From an optimization exercise on the open Yosys and OpenROAD flow, aimed at small area, a short achievable clock period and few clock cycles; shortcuts taken in it are not production practice.
RTL that was checked went through simulation tests only; none was proved equivalent to the original.
No activity file was given, so power comes from the tool's default toggle rates.

==> flow/design.v (excerpt) <==
module gamepad_engine (
    input  wire        clk,
    input  wire        rst,                  
    input  wire [1:0]  cfg_topology,         
    input  wire        cfg_axis16,           
    input  wire        cfg_hat,              
    input  wire [3:0]  cfg_settle,           
    input  wire [7:0]  cfg_active_period,    
    input  wire [7:0]  cfg_idle_period,      
    input  wire        cmd_valid,
    input  wire [15:0] cmd,
    output wire        cmd_ready,
    output reg  [3:0]  sel,
    input  wire [3:0]  sense,
    output wire        adc_req,
    output wire [1:0]  adc_ch,
    input  wire        adc_ack,
    input  wire [15:0] adc_data,
    input  wire        adc_fail,
    output wire        sink_req,
    output wire        sink_op,              
    output wire [79:0] sink_data,
    input  wire        sink_ack,
    input  wire [7:0]  sink_peers,
    input  wire        sink_fail,
    output reg  [3:0]  result,
    output wire        halted,
    output wire [2:0]  cause,
    output wire [15:0] info
);
    reg st_idle, st_dec, st_qry, st_adc, st_scan, st_fin, st_push, st_dly, st_halt;
    reg [1:0] topology;
    reg       axis16;
    reg       hat_mode;
    reg [3:0] settle_m1;     
    reg [7:0] active_period;
    reg [7:0] idle_period;
    reg [15:0] cur_cmd;      
    reg [1:0]  pos;          
    reg [7:0]  cnt;          
    reg [63:0] axes;         
    reg [15:0] btn;          
    reg        f_ill, f_pre, f_adc, f_snk;    
    wire [2:0] op  = cur_cmd[14:12];
    wire [1:0] g   = cur_cmd[5:4];
    wire [1:0] i   = cur_cmd[1:0];
    wire is_btn  = (op == 3'd1);
    wire is_axes = (op == 3'd2);
    wire is_hat  = (op == 3'd3);
    wire is_tick = (op == 3'd6);
    wire full    = op[2] & ~op[0];           
    wire illegal = (cur_cmd[15:12] == 4'h0) || (cur_cmd[15:12] > 4'h6) ||
                   (cur_cmd[11:8] != 4'h0) ||
                   (cur_cmd[15:12] != 4'h1 && cur_cmd[7:0] != 8'h00) ||
                   (is_hat && !hat_mode);
    wire precond = cur_cmd[7:6] != 2'd0 || cur_cmd[3:2] != 2'd0;
    wire strobe = (topology == 2'd0);
    wire demux  = topology[1];
    function [3:0] hat_encode(input [3:0] d);    
        reg hl, hr;
  ...
For scale: about 190 I/O pins, roughly 7200 µm² of cells after synthesis.
clock: 5.0 ns
lec_check: 0
abc_area: 1
cap_margin: 20
core_area: 2.3 2.72 138.92 138.72
cts_buf_list: sky130_fd_sc_hd__clkbuf_8
cts_cluster_diameter: 120
cts_cluster_size: 40
die_area: 0 0 141.11 141.11
setup_slack_margin: 2.6
slew_margin: 20
standard.sh (not shown) runs the stock make flow with config.mk's settings and CLKGATE_MAP_FILE= SYNTH_SCRIPT=/design/flow/synth_recipe.tcl, a recipe that flattens the netlist after the stock synthesis.
==> flow/flow/run.sh <==
#!/bin/bash
# Standard ORFS layout (the standard.sh), with the smallest buffer on
# every input and output port instead of the default clkdlybuf4s50_1.
set -e
export BUFFER_PORTS_ARGS="-buffer_cell sky130_fd_sc_hd__buf_1"
bash standard.sh > standard.log 2>&1
Testbench counts at the start, summed over its fixed seeds: cycles 10,562.
Rerun with:
Settings changed: CTS_CLUSTER_DIAMETER 120 to default, CTS_CLUSTER_SIZE 40 to 20, SETUP_SLACK_MARGIN 2.6 to 2.4.
Clock power rises slightly. Power barely changes. Via count rises slightly. Routed wire length falls slightly. Final cell count is about the same. Core utilization falls by 0.79 points. Sequential share of layout area rises by 0.78 points. Cell area falls slightly.
Rerun with:
Settings changed: CORE_AREA 2.3 2.72 138.92 138.72 to 2.3 2.72 112.7 111.52, CTS_CLUSTER_SIZE 20 to default, DIE_AREA 0 0 141.11 141.11 to 0 0 115.0 114.24, SETUP_SLACK_MARGIN 2.4 to 2.6.
Result: The changed run produced a clean layout. Total power shrinks by 0.56%. Via count grows by 2.9%. Worst setup slack is better by 0.26 ns. Area after synthesis is unchanged.

## trial 39
gamepad_engine, a different RTL version from the one above (not shown whole).
Size in the first run: ~7500 um^2 of cells after synthesis.
Settings: LEC_CHECK=0, CAP_MARGIN=20, CORE_MARGIN=2, CORE_UTILIZATION=40, SLEW_MARGIN=20; clock period 5.0 ns.
Scripts as last shown in full above: flow/flow/run.sh
Trial 39 completed; timing, DRC and antenna clean
#### Input delta (trial 15 over trial 39)
# trial 39
export LEC_CHECK = 0
export CAP_MARGIN = 20
export CORE_MARGIN = 2
export CORE_UTILIZATION = 40
export SLEW_MARGIN = 20
create_clock -name core_clock -period 5.0 [get_ports {clk}]
# trial 15
export LEC_CHECK = 0
export ABC_AREA = 1
export CAP_MARGIN = 20
export CORE_MARGIN = 2
export CORE_UTILIZATION = 40
export SETUP_SLACK_MARGIN = 2.3
export SLEW_MARGIN = 20
create_clock -name core_clock -period 5.0 [get_ports {clk}]
--- outcome ---
Compared with trial 39, in trial 15 die extent in x neither gained nor lost much; hold slack neither gained nor lost much; final wirelength rose about 1.4%; layout-stage area growth over the synthesis result higher.
Compared with trial 39, in trial 15 multi-input gate area in the final layout has decreased, smallest setup slack after layout saw an increase, number of instances in the synthesized netlist has increased.
The start point of the critical path comes out btn[14]$_DFFE_PP_ in one run and cause[0]$_SDFFE_PP0P_ in the other, namely in trial 15 and trial 39 respectively.
No run of this note included a check of the RTL's function; only the layout flow was run.

## afterwards: timing with drivers on the ports
How much do the figures lean on ideal ports? The routed layouts below were timed once more, with nothing changed but the port constraints.
Step 1: set_driving_cell puts a clkbuf_16 on clk and a buf_2 on each other input, an assumption about the parent block.
Step 2 times the ports against the registers' clock, not the clock port: input delays grow and output delays shrink by t, the midpoint of the rising clock arrivals with the driver on.
Slacks: ideal ports / drivers / drivers and shift; pairs: ideal ports / drivers.
run	t (ns)	setup slack, ns	cell pins on the clock port's net
the first run of note 1	0.494	2.549 / 2.495 / 2.128	1
the second run of note 1	0.504	2.302 / 2.266 / 2.054	1
the third run of note 1	0.482	2.566 / 2.481 / 2.183	1
trial 39	0.466	2.024 / 1.976 / 2.125	1
trial 15	0.467	2.345 / 2.303 / 2.328	1
After both steps setup and hold are still met in every run listed. For the first run of note 1, which loses most, drivers alone change the setup slack by -0.054 ns; drivers and shift together by -0.421 ns.
